What follows belongs to an exercise in optimizing a design on an open flow for a short achievable clock period and few clock cycles per item; a production flow would make more cautious choices.
In this exercise RTL edits were held to simulation tests only and were not proved equivalent to the original.
Power is estimated from default activity; no workload was simulated.

==> flow/design.v <==
module remimo_core (
    input  wire        clk,
    input  wire        rst,         
    output wire        mem_req,
    output wire        mem_we,
    output wire [15:0] mem_addr,
    output wire [15:0] mem_wdata,
    input  wire        mem_ready,
    input  wire [15:0] mem_rdata,
    output wire        halted,
    output wire [1:0]  cause,       
    output wire [15:0] pc,
    output wire [15:0] r0,
    output wire [15:0] r1,
    output wire [15:0] r2,
    output wire [15:0] r3,
    output wire [3:0]  flags        
);
    localparam S_FETCH = 2'd0;
    localparam S_EXEC  = 2'd1;
    localparam S_MEM   = 2'd2;
    localparam S_HALT  = 2'd3;
    localparam CAUSE_PC  = 2'd1;
    localparam CAUSE_OP  = 2'd2;
    localparam CAUSE_EA  = 2'd3;
    reg [1:0]  state;
    reg [1:0]  cause_q;
    reg [15:0] pc_q;
    reg [15:0] ir;
    reg [15:0] ea;
    reg [15:0] x0, x1, x2, x3;
    reg        fc, fn, fv, fz;
    wire [3:0] op       = ir[15:12];
    wire [1:0] rd       = ir[11:10];
    wire [1:0] rs       = ir[9:8];
    wire       imm_form = (rd == rs);
    reg [15:0] xd, xs;
    always @(*) begin
        case (rd)
            2'd0: xd = x0;
            2'd1: xd = x1;
            2'd2: xd = x2;
            default: xd = x3;
        endcase
        case (rs)
            2'd0: xs = x0;
            2'd1: xs = x1;
            2'd2: xs = x2;
            default: xs = x3;
        endcase
    end
    wire [15:0] pc_inc = pc_q + 16'd1;
    wire [15:0] alu_a   = xd;
    wire [15:0] alu_b   = imm_form ? {9'd0, ir[6:0]} : xs;
    wire        alu_cin = ~imm_form & ir[5] & fc;       
    wire        alu_fo  = ~imm_form & ir[4];
    wire        alu_s   = ir[7];
    wire [16:0] sum17 = {1'b0, alu_a} + {1'b0, alu_b} + {16'd0, alu_cin};
    wire [16:0] dif17 = {1'b0, alu_a} - {1'b0, alu_b} - {16'd0, alu_cin};
    reg [15:0] alu_res;
    reg        alu_c, alu_v;
    always @(*) begin
        case (op[1:0])
            2'd0: begin alu_res = alu_a & alu_b; alu_c = 1'b0; alu_v = 1'b0; end
            2'd1: begin alu_res = alu_a | alu_b; alu_c = 1'b0; alu_v = 1'b0; end
            2'd2: begin
                alu_res = sum17[15:0];
                alu_c   = sum17[16];
                alu_v   = (alu_a[15] == alu_b[15]) && (alu_a[15] != sum17[15]);
            end
            default: begin
                alu_res = dif17[15:0];
                alu_c   = dif17[16];
                alu_v   = (alu_a[15] != alu_b[15]) && (alu_a[15] == dif17[15]);
            end
        endcase
    end
    wire [3:0] sh_amt  = ir[3:0];
    wire       sh_neg  = ir[7];
    wire       sh_dir  = ir[6];
    wire       sh_kind = ir[5];
    reg [15:0] sh_val;
    always @(*) begin
        if (sh_amt == 4'd0)
            sh_val = xs;
        else if (!sh_dir)
            sh_val = xs << sh_amt;
        else if (!sh_kind)
            sh_val = xs >> sh_amt;
        else
            sh_val = $unsigned($signed(xs) >>> sh_amt);
        if (sh_neg)
            sh_val = ~sh_val;
    end
    wire [15:0] movi_raw = ir[8] ? {ir[7:0], 8'd0} : {8'd0, ir[7:0]};
    wire [15:0] movi_val = ir[9] ? ~movi_raw : movi_raw;
    reg taken;
    always @(*) begin
        case (ir[11:8])
            4'd0:  taken = fz;
            4'd1:  taken = ~fz;
            4'd2:  taken = fc;
            4'd3:  taken = ~fc;
            4'd4:  taken = fn;
            4'd5:  taken = ~fn;
            4'd6:  taken = fv;
            4'd7:  taken = ~fv;
            4'd8:  taken = fc & ~fz;
            4'd9:  taken = ~fc | fz;
            4'd10: taken = (fn == fv);
            4'd11: taken = (fn != fv);
            4'd12: taken = ~fz & (fn == fv);
            4'd13: taken = fz | (fn != fv);
            4'd14: taken = 1'b0;
            default: taken = 1'b1;
        endcase
    end
    wire [15:0] br_target = pc_inc + {{8{ir[7]}}, ir[7:0]};
    wire [16:0] ea17 = {1'b0, xs} + {9'd0, ir[7:0]};
    assign mem_req   = ((state == S_FETCH) && !pc_q[15]) || (state == S_MEM);
    assign mem_we    = (state == S_MEM) && (op == 4'd5);
    assign mem_addr  = (state == S_MEM) ? ea : pc_q;
    assign mem_wdata = xd;
    reg        wr_en;
    reg [15:0] wr_val;
    always @(*) begin
        wr_en  = 1'b0;
        wr_val = 16'd0;
        if (state == S_EXEC) begin
            case (op)
                4'd0, 4'd1, 4'd2, 4'd3: begin wr_en = ~alu_fo; wr_val = alu_res; end
                4'd6: begin wr_en = 1'b1; wr_val = sh_val; end
                4'd7: begin wr_en = 1'b1; wr_val = movi_val; end
                default: ;
            endcase
        end else if (state == S_MEM) begin
            wr_en  = mem_ready && (op == 4'd4);
            wr_val = mem_rdata;
        end
    end
    always @(posedge clk) begin
        if (rst) begin
            x0 <= 16'd0;
            x1 <= 16'd0;
            x2 <= 16'd0;
            x3 <= 16'd0;
        end else if (wr_en) begin
            case (rd)
                2'd0: x0 <= wr_val;
                2'd1: x1 <= wr_val;
                2'd2: x2 <= wr_val;
                default: x3 <= wr_val;
            endcase
        end
    end
    always @(posedge clk) begin
        if (rst) begin
            state   <= S_FETCH;
            cause_q <= 2'd0;
            pc_q    <= 16'd0;
            ir      <= 16'd0;
            ea      <= 16'd0;
            fc      <= 1'b0;
            fn      <= 1'b0;
            fv      <= 1'b0;
            fz      <= 1'b0;
        end else begin
            case (state)
                S_FETCH: begin
                    if (pc_q[15]) begin
                        state   <= S_HALT;
                        cause_q <= CAUSE_PC;
                    end else if (mem_ready) begin
                        ir    <= mem_rdata;
                        state <= S_EXEC;
                    end
                end
                S_EXEC: begin
                    if (op > 4'd9) begin
                        state   <= S_HALT;
                        cause_q <= CAUSE_OP;
                    end else begin
                        case (op)
                            4'd0, 4'd1, 4'd2, 4'd3: begin
                                if (alu_s) begin
                                    fc <= alu_c;
                                    fn <= alu_res[15];
                                    fv <= alu_v;
                                    fz <= (alu_res == 16'd0);
                                end
                                pc_q  <= pc_inc;
                                state <= S_FETCH;
                            end
                            4'd4, 4'd5: begin
                                if (ea17[16]) begin
                                    state   <= S_HALT;
                                    cause_q <= CAUSE_EA;
                                end else begin
                                    ea    <= ea17[15:0];
                                    state <= S_MEM;
                                end
                            end
                            4'd8: begin
                                pc_q  <= {4'd0, ir[11:0]};
                                state <= S_FETCH;
                            end
                            4'd9: begin
                                pc_q  <= taken ? br_target : pc_inc;
                                state <= S_FETCH;
                            end
                            default: begin    
                                pc_q  <= pc_inc;
                                state <= S_FETCH;
                            end
                        endcase
                    end
                end
                S_MEM: begin
                    if (mem_ready) begin
                        pc_q  <= pc_inc;
                        state <= S_FETCH;
                    end
                end
                default: ;    
            endcase
        end
    end
    assign halted = (state == S_HALT);
    assign cause  = cause_q;
    assign pc     = pc_q;
    assign r0     = x0;
    assign r1     = x1;
    assign r2     = x2;
    assign r3     = x3;
    assign flags  = {fc, fn, fv, fz};
endmodule
==> flow/run.sh <==
#!/bin/bash
# synth_recipe.tcl (not shown) runs the flow's synth.tcl, then flattens the netlist and writes it again
# the make line also repeats each setting of config.mk as NAME=value (left out here)
make -C /OpenROAD-flow-scripts/flow DESIGN_CONFIG=/design/flow/config.mk WORK_HOME=/design/flow/orfs CLKGATE_MAP_FILE= SYNTH_SCRIPT=/design/flow/synth_recipe.tcl finish
==> flow/config.mk <==
export PLATFORM = sky130hd
export DESIGN_NAME = remimo_core
export DESIGN_NICKNAME = remimo_core
export VERILOG_FILES = /design/flow/design.v
export SDC_FILE = /design/flow/constraint.sdc
export NUM_CORES = 4
export LEC_CHECK = 0
export CAP_MARGIN = 20
export CORE_MARGIN = 2
export CORE_UTILIZATION = 40
export SLEW_MARGIN = 20
==> flow/constraint.sdc <==
create_clock -name core_clock -period 7.0 [get_ports {clk}]
set_input_delay 1.4000 -clock core_clock [delete_from_list [all_inputs] [get_ports {clk}]]
set_output_delay 1.4000 -clock core_clock [all_outputs]
set_load 0.01 [all_outputs]
==> results_dict.tcl <==
set metrics [dict create \
    status "no timing/DRC/antenna violations" \
    grt_first_pass_wirelength_um 76400 \
    clock_latency_ns 0.44 \
    hpwl_um 36500 \
    finClkSkew_ns 0.0208 \
    worst_pin_slew_ns 1.08 \
    portBuffers 139 \
    drtIter0Drc 1504 \
    netlist_instances 1635 \
    cp-end-kind "flop" \
    synth_area_um2 12700 \
    synth_flop_cell "dfxtp_1" \
    use_met1_pct 40.1 \
    worstPathRequired_ns 7.32 \
    avgSynthCellArea_um2 7.75 \
    yosysWarnings 1 \
    num_vias 13200 \
    syn_nets 1749 \
    cts_root_buf "clkbuf_16" \
    initial_utilization_pct 40.3 \
    busiest_layer "met2" \
    setup_viol 0 \
    yosys.area.top_type "dfxtp_1" \
    rows 65 \
    grt.total_usage_pct 29.9 \
    grt_antenna_before_repair 1 \
    layout_common_cells "nor2_1, nand2_1, clkdlybuf4s50_1, dfxtp_1, a21oi_1" \
    drv_cap 0 \
    crit_fanout 27 \
    drc 0 \
    met2_usage_pct 45.6 \
    area_delta_synth_final_pct 17.6 \
    maxSlewViolCount 0 \
    finalNetCount 1819 \
    cts_setup_buffers 0 \
    ys_seq_area_share_pct 19.0 \
    dieArea_um2 33100 \
    place_congestion 0.930 \
    overflow 0 \
    seqPwrFrac_pct 22.0 \
    ioPinCount 140 \
    fin_area_um2 14900 \
    grt_pass1_vias 12400 \
    core-area_um2 31400 \
    clock_power_share_pct 23.5 \
    die_h_um 182 \
    dpl_cell_area_um2 14300 \
    fmax_mhz 173 \
    diodes 0 \
    tns_ns 0 \
    ctsHoldBuffers 0 \
    first_pass_iters 6 \
    cts_made_buffers 17 \
    start_kind "flop" \
    synth_area_leaders "dfxtp_1, mux4_2, ha_1" \
    routedWlPerCell_um 23.6 \
    hp-class "flop to flop" \
    ant_nets 0 \
    grt_use_met3_pct 7.00 \
    finalHoldViolations 0 \
    async_flop_share_pct 0 \
    post_cts_resized 0 \
    clkTransAtPathRegs_ns 0.07 \
    final_common_cell "nor2_1" \
    synth_top_area_share_pct 19.0 \
    synth_edf_count 0 \
    period_minus_slack_ns 5.78 \
    cts.sinks 120 \
    ys_ff_latch 120 \
    cellPowerDensity_nw_per_um2 260 \
    final_layout_size_suffix_gt1_share_pct 10.3 \
    cts.htree.levels 4 \
    combinationalPowerShare_pct 54.5 \
    crit_type "flop to flop" \
    dieWidth_um 182 \
    cts_tree "yes" \
    fin_crit_sh_pct 82.5 \
    ys_types 82 \
    ir_worst_vdd_mv 0.182 \
    cts_buffer_depth 2 \
    netSwitchingFraction_pct 46.0 \
    relSlewSlack_pct 27.7 \
    power_switching_mw 1.78 \
    p_int_mw 2.09 \
    grt_max_degree 88 \
    rsz0062_at_grt "no" \
    routed_wl_um 50100 \
    arrival_ns 6.10 \
    p_leak_nw 5.62 \
    routed_via_density 6.25 \
]
[critical path, cell delays in order, from the launching register on]
cell	delay (ns)
dfxtp_2	0.49
buf_4	0.32
and2_1	0.19
o21ai_1	0.75
buf_4	0.31
and2_1	0.19
inv_1	0.06
ha_1	0.35
ha_1	0.37
a21oi_1	0.23
a21boi_0	0.14
a311oi_2	0.42
o211ai_1	0.16
o21a_1	0.13
xnor2_1	0.15
a211oi_1	0.84
a22oi_2	0.24
a211oi_1	0.33
[area by class of cell]
type	count	area, um2
multi-input combinational	1303	9440
clock buffer	17	425
tap	402	503
clock inverter	15	153
sequential	120	2410
fill	3116	16500
timing repair buffer	169	1610
inverter	94	353
[kinds of logic after synthesis]
group / share of synthesized area (%)
xor+xnor: 6.29
mux: 14.9
compound gates: 24.4
fa+ha+maj: 9.82
simple gates: 19.0
buf+inv: 6.63
flops: 19.0
[metrics by stage]
| stage | cells | util, % | hold slack, ns | power (mW) | worst slack (ns) |
|---|---|---|---|---|---|
| global placement | 2088 | 45.6 | 0.476 | 2.91 | 1.66 |
| global route | 2120 | 47.4 | 0.522 | 4.09 | 0.942 |
| floorplan | 1635 | - | 0.454 | 2.26 | 2.10 |
| detailed placement | 2088 | 45.6 | 0.482 | 2.93 | 1.46 |
| finish | 2120 | 47.4 | 0.492 | 3.87 | 1.22 |
| CTS | 2120 | 47.4 | 0.498 | 3.84 | 1.42 |
[final timing paths]
check | cells after the start | to | slack (ns) | startpoint
worst max-delay path | 17 | x1[15] | 1.22 | ir[8]
worst min-delay path | 2 | ea[5] | 0.49 | ea[5]
worst max register to register | 17 | x1[15] | 1.22 | ir[8]
worst min register to register | 2 | ea[5] | 0.49 | ea[5]
[state kept, by name (all words and copies together), names as in the netlist]
name	count
x1	16
fv	1
fn	1
ir	16
fc	1
x3	16
state	2
cause_q	2
ea	16
x2	16
pc_q	16
x0	16
fz	1
[synthesized netlist by cell type (15+ instances only)]
| cell | number |
|---|---|
| xnor2_1 | 54 |
| xor2_1 | 37 |
| mux4_2 | 50 |
| mux2_2 | 34 |
| and2_1 | 17 |
| dfxtp_1 | 120 |
| nand3_1 | 38 |
| a31oi_1 | 15 |
| a21o_1 | 23 |
| nor3_1 | 47 |
| o21ai_0 | 72 |
| ha_1 | 89 |
| o22ai_1 | 23 |
| inv_1 | 89 |
| nand2_1 | 161 |
| mux2i_1 | 38 |
| nor2_1 | 200 |
| buf_1 | 15 |
| a21oi_1 | 102 |
| a211oi_1 | 65 |
| nor2b_1 | 18 |
| clkbuf_1 | 86 |
| o211ai_1 | 20 |
[power by group through the flow]
stage                     sequential [mW]  clock (mW)  combinational (mW)
after floorplan                     0.837           0                1.42
after global placement              0.865           0                2.05
after detailed placement            0.866           0                2.06
after CTS                           0.851       0.913                2.07
after global routing                0.864       0.943                2.28
final                               0.853       0.908                2.11
[per-layer routing]
metal / wire (um) / vias to the layer above / share of wire (%)
li1: - / 6063 / -
met1: 20500 / 6249 / 41
met2: 21900 / 797 / 44
met3: 5230 / 139 / 10
met4: 2410 / 0 / 4.8
met5: 0 / - / 0
Testbench counts, summed over its fixed seeds: cycles 221,639, instrs 103,265.

-- afterwards: timing with drivers on the ports --
How much do the figures lean on ideal ports? The routed layout below was timed once more, with nothing changed but the port constraints. Step 1 assumes that a clkbuf_16 drives the clock port and a buf_2 every other input. Step 2 times the ports against the registers' clock, not the clock port: input delays grow and output delays shrink by t, the midpoint of the rising clock arrivals with the driver on. Slacks: ideal ports / drivers / drivers and shift; pairs: ideal ports / drivers.
t (ns): 0.480
setup WS [ns]: 1.224 / 1.224 / 1.224
clock arrival spread, ns: 0.021 / 0.020
After both steps this run still meets setup and hold. For this run, drivers alone change the setup slack by 0.000 ns; drivers and shift together by 0.000 ns.
